This is an optimization exercise on Yosys and OpenROAD, whose aim is small area, a short achievable clock period and few clock cycles per item, not a production implementation. RTL that was checked went through simulation tests only; none was proved equivalent to the original. No activity file was given, so power comes from the tool's default toggle rates.

epsilon:
Design m3p_rle, start of the top module:
module m3p_rle (
    input  wire        clk,
    input  wire        rst,         
    input  wire        start,       
    input  wire [1:0]  op,          
    input  wire [15:0] width,       
    input  wire [15:0] src_len,     
    output reg  [1:0]  status,      
    output reg  [1:0]  errcode,     
    output reg  [15:0] dst_len,
    output reg         src_re,
    output reg  [15:0] src_addr,
    input  wire [7:0]  src_rdata,
    output reg         dst_we,
    output reg  [15:0] dst_waddr,
    output reg  [7:0]  dst_wdata,
    output reg         dst_re,
    output reg  [15:0] dst_raddr,
    input  wire [7:0]  dst_rdata
);
    localparam ST_IDLE = 2'd0, ST_BUSY = 2'd1, ST_DONE = 2'd2, ST_ERROR = 2'd3;
    localparam OP_PREDICT = 2'd0, OP_UNPREDICT = 2'd1, OP_ENCODE = 2'd2, OP_DECODE = 2'd3;
    localparam ERR_NONE = 2'd0, ERR_INVARG = 2'd1, ERR_MALFORMED = 2'd2;
    localparam M_ZC = 2'd0,    
               M_ZF = 2'd1,    
               M_LC = 2'd2,    
               M_LD = 2'd3;    
    wire busy = (status == ST_BUSY);
    wire acc  = !busy && start;           
    reg  init;                            
    reg  bad_w;                           
    wire fpm_i = !op[1] && !op[0] && width[15:1] != 15'd0 &&
                 (!src_len[15] || src_len[14:0] == 15'd0);
    reg [1:0]  opq;
    reg [15:0] ip;         
    reg        imore;      
    reg [16:0] na;         
    reg [7:0]  xq, nq;     
    reg        xz, nz;     
  ...
For scale: ~1500 cells after synthesis, about 200 flip-flops, about 130 I/O pins, roughly 0.013 mm^2 of cells after synthesis.
==> flow/config.mk <==
export PLATFORM = sky130hd
export DESIGN_NAME = m3p_rle
export DESIGN_NICKNAME = m3p_rle
export VERILOG_FILES = /design/flow/design.v
export SDC_FILE = /design/flow/constraint.sdc
export NUM_CORES = 4
export LEC_CHECK = 0
export CAP_MARGIN = 20
export CORE_MARGIN = 2
export CORE_UTILIZATION = 40
export SLEW_MARGIN = 20
==> flow/constraint.sdc <==
create_clock -name core_clock -period 12.0 [get_ports {clk}]
set_input_delay 2.4000 -clock core_clock [delete_from_list [all_inputs] [get_ports {clk}]]
set_output_delay 2.4000 -clock core_clock [all_outputs]
set_load 0.01 [all_outputs]
standard.sh (not shown) runs the stock make flow with config.mk's settings and CLKGATE_MAP_FILE= SYNTH_SCRIPT=/design/flow/synth_recipe.tcl, a recipe that flattens the netlist after the stock synthesis.
==> flow/flow/run.sh <==
#!/bin/bash
# The standard layout with two changes of method, none of the constraints:
#  - every port still gets its own buffer, but a plain buf_1 (repair may size it)
#    instead of the delay-cell buffer buffer_ports picks by default;
#  - timing repair works until the setup slack is at least SETUP_SLACK_MARGIN,
#    i.e. it aims at a shorter period than the clock's (the SDC is unchanged).
set -euo pipefail
export BUFFER_PORTS_ARGS="-buffer_cell sky130_fd_sc_hd__buf_1"
bash standard.sh SETUP_SLACK_MARGIN=8.5 finish > standard_flow.log 2>&1
epsilon: all stages complete, timing, DRC and antenna checks passed
> inputs changed (epsilon -> delta)
--- a/flow/design.v
+++ b/flow/design.v
@@ -27,20 +27,21 @@
                M_LD = 2'd3;    
     wire busy = (status == ST_BUSY);
     wire acc  = !busy && start;           
     reg  init;                            
     reg  bad_w;                           
     wire fpm_i = !op[1] && !op[0] && width[15:1] != 15'd0 &&
                  (!src_len[15] || src_len[14:0] == 15'd0);
     reg [1:0]  opq;
     reg [15:0] ip;         
     reg        imore;      
+    reg [15:0] slen;       
     reg [16:0] na;         
     reg [7:0]  xq, nq;     
     reg        xz, nz;     
     reg        cv, nv;     
     reg        rv;         
     reg [1:0]  prime;      
     reg [7:0]  kw;         
     reg [1:0]  md;
     reg        zw;         
     reg        fin_q;      
@@ -209,24 +210,24 @@
             na <= opq[1] ? 17'd0 : fpm ? {width[15], width[15], ~width[14:0]} : {1'b1, ~width};
         else if (na_ldlen)
             na <= {1'b0, dst_len};
         else if (na_inc_e)
             na <= na_inc;
     end
     wire ip_en = dx || (adv && imore);
     always @(posedge clk) begin
         if (init) begin
             ip    <= 16'd0;
-            imore <= (src_len != 16'd0);
+            imore <= (slen != 16'd0);
         end else if (ip_en) begin
             ip    <= ip_inc;
-            imore <= (ip_inc != src_len);
+            imore <= (ip_inc != slen);
         end
     end
     always @(posedge clk) begin
         if (rst) begin
             src_re <= 1'b0;
         end else if (init) begin
             src_re <= opq[1];
         end else if (fb) begin
             src_re <= dx || dn_s;
         end else begin
@@ -267,20 +268,21 @@
         end else begin
             dst_waddr <= p_wslot ? na[15:0] : dst_len;
             case (p_wd)
                 2'd0: dst_wdata <= xq;
                 2'd1: dst_wdata <= kw;
                 2'd2: dst_wdata <= kw_pm;
                 default: dst_wdata <= 8'd0;
             endcase
         end
     end
+    always @(posedge clk) slen <= src_len;
     always @(posedge clk) begin
         if (!busy) begin
             opq   <= op;
             bad_w <= !op[1] && (width == 16'd0);
             wide  <= (width[15:3] != 13'd0) || (width[2] && width[1:0] != 2'd0);
             fpm   <= fpm_i;
         end
     end
     always @(posedge clk) begin
         if (init) begin
## What came out
epsilon: PASS, flow complete, no timing, DRC or antenna violations
delta went all the way through the flow, and no timing, DRC or antenna check failed.
Lower number of cells after detailed placement goes to epsilon over delta.
Between epsilon and delta, portion of the layout cell area used by non-clock buffers is lower for epsilon, delta comes in above that.
Comparing epsilon with delta, the met3 wirelength from detailed routing came out essentially unchanged.
epsilon and delta ended up with roughly the same filler cell count in the final layout.
Comparing epsilon and delta, the lower longest individual stage delay on the worst path is on epsilon.
Function was not checked in any run of this note: the RTL went through the layout flow alone.

---

Setup of run F:
The RTL this note starts from:
==> flow/design.v <==
module m3p_rle (
    input  wire        clk,
    input  wire        rst,         
    input  wire        start,       
    input  wire [1:0]  op,          
    input  wire [15:0] width,       
    input  wire [15:0] src_len,     
    output reg  [1:0]  status,      
    output reg  [1:0]  errcode,     
    output reg  [15:0] dst_len,
    output reg         src_re,
    output reg  [15:0] src_addr,
    input  wire [7:0]  src_rdata,
    output reg         dst_we,
    output reg  [15:0] dst_waddr,
    output reg  [7:0]  dst_wdata,
    output reg         dst_re,
    output reg  [15:0] dst_raddr,
    input  wire [7:0]  dst_rdata
);
    localparam ST_IDLE = 2'd0, ST_BUSY = 2'd1, ST_DONE = 2'd2, ST_ERROR = 2'd3;
    localparam OP_PREDICT = 2'd0, OP_UNPREDICT = 2'd1, OP_ENCODE = 2'd2, OP_DECODE = 2'd3;
    localparam ERR_NONE = 2'd0, ERR_INVARG = 2'd1, ERR_MALFORMED = 2'd2;
    localparam M_ZC = 2'd0,    
               M_ZF = 2'd1,    
               M_LC = 2'd2,    
               M_LD = 2'd3;    
    wire busy = (status == ST_BUSY);
    wire acc  = !busy && start;           
    reg  init;                            
    wire bad_w = !op[1] && (width == 16'd0);
    wire fpm_i = !op[1] && !op[0] && width[15:1] != 15'd0 &&
                 (!src_len[15] || src_len[14:0] == 15'd0);
    reg [1:0]  opq;
    reg [15:0] ip;         
    reg        imore;      
    reg [16:0] na;         
    reg [7:0]  xq, nq;     
    reg        xz, nz;     
    reg        cv, nv;     
    reg        rv;         
    reg [1:0]  prime;      
    reg [7:0]  kw;         
    reg [1:0]  md;
    reg        zw;         
    reg        fin_q;      
    reg        ph;         
    reg        fpm;        
    reg [1:0]  fp;         
    reg        isd, capd;  
    reg        wide;       
    reg        isx, isn, nok_i;    
    reg        cap_x, cap_n, nok_c;    
    reg        v2, v3;
    reg [7:0]  aq, dq;     
    reg [7:0]  x2, n2, nw2, wv;
    reg        cn;         
    wire is_pred = (opq == OP_PREDICT);
    wire is_unp  = (opq == OP_UNPREDICT);
    wire is_enc  = (opq == OP_ENCODE);
    wire filt    = !opq[1];
    wire fb      = busy && filt && !init;
    wire cb      = busy && !filt && !init;
    wire [15:0] ip_inc = ip + 16'd1;
    wire [16:0] na_inc = na + 17'd1;
    wire f_empty = !src_re && !cap_n && !v2 && !v3;
    wire dx = fb && imore &&                                         
              (is_pred ? (fpm ? (fp != 2'd2) : !ph) : (wide || f_empty));
    wire dn_s = fb && is_pred && (fpm ? (fp == 2'd2) : ph);           
    wire dn_d = is_unp ? dx : (dx && fpm && fp == 2'd0);             
    wire dn   = dn_s || dn_d;
    wire f_done = fb && !imore && !ph && !(fpm && fp == 2'd2) &&
                  !src_re && !cap_x && !cap_n && !v2 && !v3;
    wire nok_n = !na_inc[16] && (na_inc[15] || !fpm);
    wire cpy   = fb && fpm && (fp == 2'd2);
    wire [15:0] cpy_addr = {1'b1, width[0] ? dst_len[14:0] : {src_addr[14:1], 1'b0}};
    wire [7:0]  cpy_data = width[0] ? xq : src_rdata;
    wire       c1   = (wv >= n2);        
    wire       c2   = (wv >= nw2);       
    wire       selw = (c1 && c2 && cn) || (!c1 && !c2 && !cn);
    wire       seln = (!c1 && c2 && cn) || (c1 && !c2 && !cn);
    function [7:0] addsub;
        input [7:0] a, b;
        input       s;
        reg   [8:0] t;
        begin
            t = {a, 1'b1} + {b ^ {8{s}}, s};
            addsub = t[8:1];
        end
    endfunction
    wire [8:0] nmnw = {1'b0, nq} - {1'b0, n2};    
    wire [7:0] xw   = addsub(x2, wv, is_pred);
    wire [7:0] dw   = addsub(dq, wv, is_pred);
    wire [7:0] fres = selw ? xw : (seln ? aq : dw);
    wire       nx_nz   = !nv || !nz;
    wire       k_max   = (kw == 8'd255);
    wire       k_lt254 = (kw[7:1] != 7'h7f);
    wire       k_one   = (kw == 8'd1);
    wire       k_two   = (kw == 8'd2);
    wire       x_one   = (xq == 8'd1);
    wire       z_cont  = cv && xz && !k_max;
    wire       l_cont  = cv && ((!xz && !k_max) || (nx_nz && k_lt254));
    wire       lit1    = !xz || nx_nz;
    wire [7:0] kw_pm   = kw + {{7{!is_enc}}, 1'b1};    
    reg        p_adv, p_we, p_wslot, p_fin, p_err;
    reg [1:0]  p_wd;       
    always @(*) begin
        p_adv = 1'b0; p_we = 1'b0; p_wslot = 1'b0; p_fin = 1'b0; p_err = 1'b0;
        p_wd  = 2'd0;
        if (is_enc) begin
            if (!md[0]) begin
                if (z_cont) begin
                    p_adv = 1'b1; p_we = 1'b1; p_wslot = 1'b1; p_wd = 2'd2;
                end else if (!zw) begin
                    p_we = 1'b1; p_wslot = 1'b1; p_wd = 2'd1;
                end else if (!cv) begin
                    p_fin = 1'b1;
                end else if (lit1) begin
                    p_adv = 1'b1; p_we = 1'b1;
                end
            end else begin
                if (l_cont) begin
                    p_adv = 1'b1; p_we = 1'b1;
                end else begin
                    p_we = 1'b1; p_wslot = 1'b1; p_wd = 2'd1;
                    if (!cv) p_fin = 1'b1;
                    else if (xz) p_adv = 1'b1;
                end
            end
        end else begin
            case (md)
                M_ZC: begin
                    if (!cv) begin
                        p_err = 1'b1;
                    end else begin
                        p_adv = 1'b1;
                        p_we  = !xz; p_wd = 2'd3;
                        if ((xz || x_one) && !nv) p_fin = 1'b1;
                    end
                end
                M_ZF: begin
                    p_we = 1'b1; p_wd = 2'd3;
                    if (k_two && !cv) p_fin = 1'b1;
                end
                M_LC: begin
                    p_adv = 1'b1;
                    if (xz && !nv) p_fin = 1'b1;
                end
                default: begin  
                    if (!cv) begin
                        p_err = 1'b1;
                    end else begin
                        p_adv = 1'b1; p_we = 1'b1;
                        if (k_one && !nv) p_fin = 1'b1;
                    end
                end
            endcase
        end
    end
    wire go   = cb && !fin_q && (prime == 2'd0);
    wire act  = go && (!p_adv || rv);
    wire adv  = cb && ((prime != 2'd0) ? rv : (act && p_adv));
    wire lost = rv && !adv;               
    always @(posedge clk) begin
        if (rst)
            init <= 1'b0;
        else
            init <= acc;
    end
    always @(posedge clk) begin
        if (rst) begin
            status  <= ST_IDLE;
            errcode <= ERR_NONE;
        end else if (acc) begin
            status  <= ST_BUSY;
            errcode <= ERR_NONE;
        end else if (init && bad_w) begin
            status  <= ST_ERROR;
            errcode <= ERR_INVARG;
        end else if (f_done || (cb && fin_q)) begin
            status  <= ST_DONE;
        end else if (act && p_err) begin
            status  <= ST_ERROR;
            errcode <= ERR_MALFORMED;
        end
    end
    wire dl_ldna = act && is_enc && !md[0] && !z_cont && zw && !cv;
    wire dl_inc1 = (fb && v3) ||
                   (act && ((is_enc && !md[0] && !zw) ||
                            (is_enc && !md[0] && !z_cont && cv && lit1) ||
                            (is_enc && md[0] && (l_cont || cv)) ||
                            (!is_enc && p_we)));
    always @(posedge clk) begin
        if (rst || (act && p_err) || (init && bad_w))
            dst_len <= 16'd0;
        else if (init)
            dst_len <= {15'd0, op == OP_ENCODE};
        else if (dl_ldna)
            dst_len <= na_inc[15:0];
        else if (dl_inc1)
            dst_len <= dst_len + 16'd1;
    end
    wire na_ldlen = act && is_enc && md[0] && !l_cont && cv;
    wire na_inc_e = dn || (act && is_enc && !md[0] && !z_cont && zw && cv);
    always @(posedge clk) begin
        if (init)
            na <= op[1] ? 17'd0 : fpm_i ? {width[15], width[15], ~width[14:0]} : {1'b1, ~width};
        else if (na_ldlen)
            na <= {1'b0, dst_len};
        else if (na_inc_e)
            na <= na_inc;
    end
    wire ip_en = dx || (adv && imore);
    always @(posedge clk) begin
        if (init) begin
            ip    <= 16'd0;
            imore <= (src_len != 16'd0);
        end else if (ip_en) begin
            ip    <= ip_inc;
            imore <= (ip_inc != src_len);
        end
    end
    always @(posedge clk) begin
        if (rst) begin
            src_re <= 1'b0;
        end else if (init) begin
            src_re <= op[1];
        end else if (fb) begin
            src_re <= dx || dn_s;
        end else begin
            src_re <= cb && !fin_q;
        end
    end
    always @(posedge clk) begin
        if (init)
            src_addr <= 16'd0;
        else if (fb) begin
            if (dx)
                src_addr <= ip;
            else if (dn_s)
                src_addr <= {na_inc[15] && !fpm, na_inc[14:0]};
        end else
            src_addr <= lost ? ip : src_addr + 16'd1;
    end
    always @(posedge clk) begin
        if (rst)
            dst_re <= 1'b0;
        else
            dst_re <= dn_d && nok_n;
    end
    always @(*) dst_raddr = na[15:0];
    always @(posedge clk) begin
        if (rst)
            dst_we <= 1'b0;
        else
            dst_we <= (fb && (v3 || cpy)) || (act && p_we);
    end
    always @(posedge clk) begin
        if (cpy) begin
            dst_waddr <= cpy_addr;
            dst_wdata <= cpy_data;
        end else if (fb) begin
            dst_waddr <= dst_len;
            dst_wdata <= fres;
        end else begin
            dst_waddr <= p_wslot ? na[15:0] : dst_len;
            case (p_wd)
                2'd0: dst_wdata <= xq;
                2'd1: dst_wdata <= kw;
                2'd2: dst_wdata <= kw_pm;
                default: dst_wdata <= 8'd0;
            endcase
        end
    end
    always @(posedge clk) begin
        if (init) begin
            opq   <= op;
            wide  <= (width[15:3] != 13'd0) || (width[2] && width[1:0] != 2'd0);
            ph    <= 1'b0;
            fp    <= 2'd0;
            fpm   <= fpm_i;
            isx   <= 1'b0;
            isn   <= 1'b0;
            cap_x <= 1'b0;
            cap_n <= 1'b0;
            v2    <= 1'b0;
            v3    <= 1'b0;
        end else begin
            if (is_pred && fb && !fpm) ph <= dx;
            if (fpm && fb && (dx || dn_s)) fp <= (fp == 2'd2) ? 2'd0 : fp + 2'd1;
            isx   <= dx;
            isn   <= dn;
            cap_x <= isx;
            cap_n <= isn;
            v2    <= cap_n;
            v3    <= v2;
        end
        if (dn) begin
            nok_i <= nok_n;
            isd   <= dn_d;
        end
        nok_c <= nok_i;
        capd  <= isd;
    end
    always @(posedge clk) begin
        aq  <= addsub(xq, nq, is_pred);
        dq  <= addsub(xq, nmnw[7:0], is_pred);
        cn  <= !nmnw[8];
        x2  <= xq;
        n2  <= nq;
        nw2 <= n2;
    end
    always @(posedge clk) begin
        if (init)
            wv <= 8'd0;
        else if (fb && v3)
            wv <= is_pred ? x2 : fres;
    end
    always @(posedge clk) begin
        if (init) begin
            nq    <= 8'd0;
            cv    <= 1'b0;
            nv    <= 1'b0;
            rv    <= 1'b0;
            prime <= 2'd2;
        end else if (fb) begin
            if (cap_x) xq <= src_rdata;
            if (cap_n) nq <= nok_c ? (capd ? dst_rdata : src_rdata) : 8'd0;
        end else begin
            rv <= !lost;
            if (adv) begin
                xq <= nq;
                xz <= nz;
                cv <= nv;
                nq <= src_rdata;
                nz <= (src_rdata == 8'd0);
                nv <= imore;
                if (prime != 2'd0) prime <= prime - 2'd1;
            end
        end
    end
    always @(posedge clk) begin
        if (init) begin
            kw    <= 8'd0;
            md    <= 2'd0;
            zw    <= 1'b0;
            fin_q <= 1'b0;
        end else if (act) begin
            if (p_fin) fin_q <= 1'b1;
            if (is_enc) begin
                if (!md[0]) begin
                    if (z_cont) begin
                        kw <= kw_pm;
                        zw <= 1'b1;
                    end else if (!zw) begin
                        zw <= 1'b1;
                    end else if (cv) begin
                        md <= 2'd1;
                        kw <= {7'd0, lit1};
                    end
                end else begin
                    if (l_cont) begin
                        kw <= kw_pm;
                    end else if (cv) begin
                        md <= 2'd0;
                        zw <= 1'b0;
                        kw <= {7'd0, xz};
                    end
                end
            end else begin
                case (md)
                    M_ZC: begin
                        kw <= xq;
                        md <= (xz || x_one) ? M_LC : M_ZF;
                    end
                    M_ZF: begin
                        kw <= kw_pm;
                        if (k_two) md <= M_LC;
                    end
                    M_LC: begin
                        kw <= xq;
                        md <= xz ? M_ZC : M_LD;
                    end
                    default: begin
                        kw <= kw_pm;
                        if (k_one) md <= M_ZC;
                    end
                endcase
            end
        end
    end
endmodule
Settings: LEC_CHECK=0, CAP_MARGIN=20, CORE_MARGIN=2, CORE_UTILIZATION=40, SLEW_MARGIN=20; clock period 12.0 ns.
==> flow/flow/run.sh <==
#!/bin/bash
# The standard layout, with timing repair aimed at a shorter period than the
# clock's: repair_timing works until the setup slack is at least SETUP_SLACK_MARGIN.
# The SDC (clock period, I/O delays) is unchanged.
set -euo pipefail
bash standard.sh SETUP_SLACK_MARGIN=8.5 finish > standard_flow.log 2>&1
Testbench counts of run F, summed over its fixed seeds: cycles 144,103, items 31,322.
#### Input delta (run M over run F)
--- a/flow/design.v
+++ b/flow/design.v
@@ -80,16 +80,6 @@
     wire       selw = (c1 && c2 && cn) || (!c1 && !c2 && !cn);
     wire       seln = (!c1 && c2 && cn) || (c1 && !c2 && !cn);
-    function [7:0] addsub;
-        input [7:0] a, b;
-        input       s;
-        reg   [8:0] t;
-        begin
-            t = {a, 1'b1} + {b ^ {8{s}}, s};
-            addsub = t[8:1];
-        end
-    endfunction
-    wire [8:0] nmnw = {1'b0, nq} - {1'b0, n2};    
-    wire [7:0] xw   = addsub(x2, wv, is_pred);
-    wire [7:0] dw   = addsub(dq, wv, is_pred);
+    wire [7:0] xw   = is_pred ? (x2 - wv) : (x2 + wv);
+    wire [7:0] dw   = is_pred ? (dq - wv) : (dq + wv);
     wire [7:0] fres = selw ? xw : (seln ? aq : dw);
     wire       nx_nz   = !nv || !nz;
@@ -102,5 +92,4 @@
     wire       l_cont  = cv && ((!xz && !k_max) || (nx_nz && k_lt254));
     wire       lit1    = !xz || nx_nz;
-    wire [7:0] kw_pm   = kw + {{7{!is_enc}}, 1'b1};    
     reg        p_adv, p_we, p_wslot, p_fin, p_err;
     reg [1:0]  p_wd;       
@@ -186,8 +175,8 @@
     end
     wire dl_ldna = act && is_enc && !md[0] && !z_cont && zw && !cv;
+    wire dl_inc2 = act && is_enc && md[0] && !l_cont && cv;
     wire dl_inc1 = (fb && v3) ||
-                   (act && ((is_enc && !md[0] && !zw) ||
-                            (is_enc && !md[0] && !z_cont && cv && lit1) ||
-                            (is_enc && md[0] && (l_cont || cv)) ||
+                   (act && ((is_enc && !md[0] && !z_cont && zw && cv && lit1) ||
+                            (is_enc && md[0] && l_cont) ||
                             (!is_enc && p_we)));
     always @(posedge clk) begin
@@ -195,7 +184,9 @@
             dst_len <= 16'd0;
         else if (init)
-            dst_len <= {15'd0, op == OP_ENCODE};
+            dst_len <= {14'd0, op == OP_ENCODE, 1'b0};
         else if (dl_ldna)
             dst_len <= na_inc[15:0];
+        else if (dl_inc2)
+            dst_len <= {dst_len[15:1] + 15'd1, dst_len[0]};
         else if (dl_inc1)
             dst_len <= dst_len + 16'd1;
@@ -268,5 +259,5 @@
                 2'd0: dst_wdata <= xq;
                 2'd1: dst_wdata <= kw;
-                2'd2: dst_wdata <= kw_pm;
+                2'd2: dst_wdata <= kw + 8'd1;
                 default: dst_wdata <= 8'd0;
             endcase
@@ -276,5 +267,5 @@
         if (init) begin
             opq   <= op;
-            wide  <= (width[15:3] != 13'd0) || (width[2] && width[1:0] != 2'd0);
+            wide  <= (width > 16'd4);
             ph    <= 1'b0;
             fp    <= 2'd0;
@@ -304,7 +295,7 @@
     end
     always @(posedge clk) begin
-        aq  <= addsub(xq, nq, is_pred);
-        dq  <= addsub(xq, nmnw[7:0], is_pred);
-        cn  <= !nmnw[8];
+        aq  <= is_pred ? (xq - nq) : (xq + nq);
+        dq  <= is_pred ? (xq - nq + n2) : (xq + nq - n2);
+        cn  <= (nq >= n2);
         x2  <= xq;
         n2  <= nq;
@@ -351,5 +342,5 @@
                 if (!md[0]) begin
                     if (z_cont) begin
-                        kw <= kw_pm;
+                        kw <= kw + 8'd1;
                         zw <= 1'b1;
                     end else if (!zw) begin
@@ -361,5 +352,5 @@
                 end else begin
                     if (l_cont) begin
-                        kw <= kw_pm;
+                        kw <= kw + 8'd1;
                     end else if (cv) begin
                         md <= 2'd0;
@@ -375,5 +366,5 @@
                     end
                     M_ZF: begin
-                        kw <= kw_pm;
+                        kw <= kw - 8'd1;
                         if (k_two) md <= M_LC;
                     end
@@ -383,5 +374,5 @@
                     end
                     default: begin
-                        kw <= kw_pm;
+                        kw <= kw - 8'd1;
                         if (k_one) md <= M_ZC;
                     end
==> comparison <==
Number of global-route vias before repair (higher): run M
Die area of run M exceeds that of run F by a little under 10%.
Taking run F as the reference, in run M post-route total power climbed about 9%, count of clock-buffer cells in the layout increased 1, floorplan die width +about 3.5%, core outline area rose by 6.6%, final cell area excluding filler cells climbed about 8%.
On number of ordinary and repair buffers in the finished layout: run M sits above run F.
Diff run F..run M | max-cap violation count | unchanged
Overall routing resource usage sits higher in run M than in run F.
Taking run M as 1.0, run F lands at 0.925 on met2 layer wire length in the routed design.
Only the layout flow was run in run M; the RTL was not checked for function there.

==> port drivers added, routing unchanged <==
The flow's constraints put no driver on any port. The routed layouts listed below were extracted and timed again, unchanged, in two steps. Step 1: set_driving_cell puts a clkbuf_16 on clk and a buf_2 on each other input, an assumption about the parent block. Step 2 also shifts input and output timing later by t, the mid clock arrival at the registers, as if the neighbouring blocks saw the same clock. a / b / c = ideal / step 1 / step 2; a / b = the first two.
| run | t (ns) | setup slack, ns | pins driven straight from the clock port |
|---|---|---|---|
| epsilon | 0.493 | 8.373 / 8.402 / 7.909 | 1 |
| delta | 0.583 | 8.430 / 8.400 / 7.878 | 1 |
| run F | 0.489 | 8.327 / 8.338 / 7.849 | 1 |
| run M | 0.506 | 8.336 / 8.372 / 7.866 | 1 |
After both steps every run listed still meets setup and hold. For delta, which loses most, drivers alone change the setup slack by -0.030 ns; drivers and shift together by -0.552 ns.
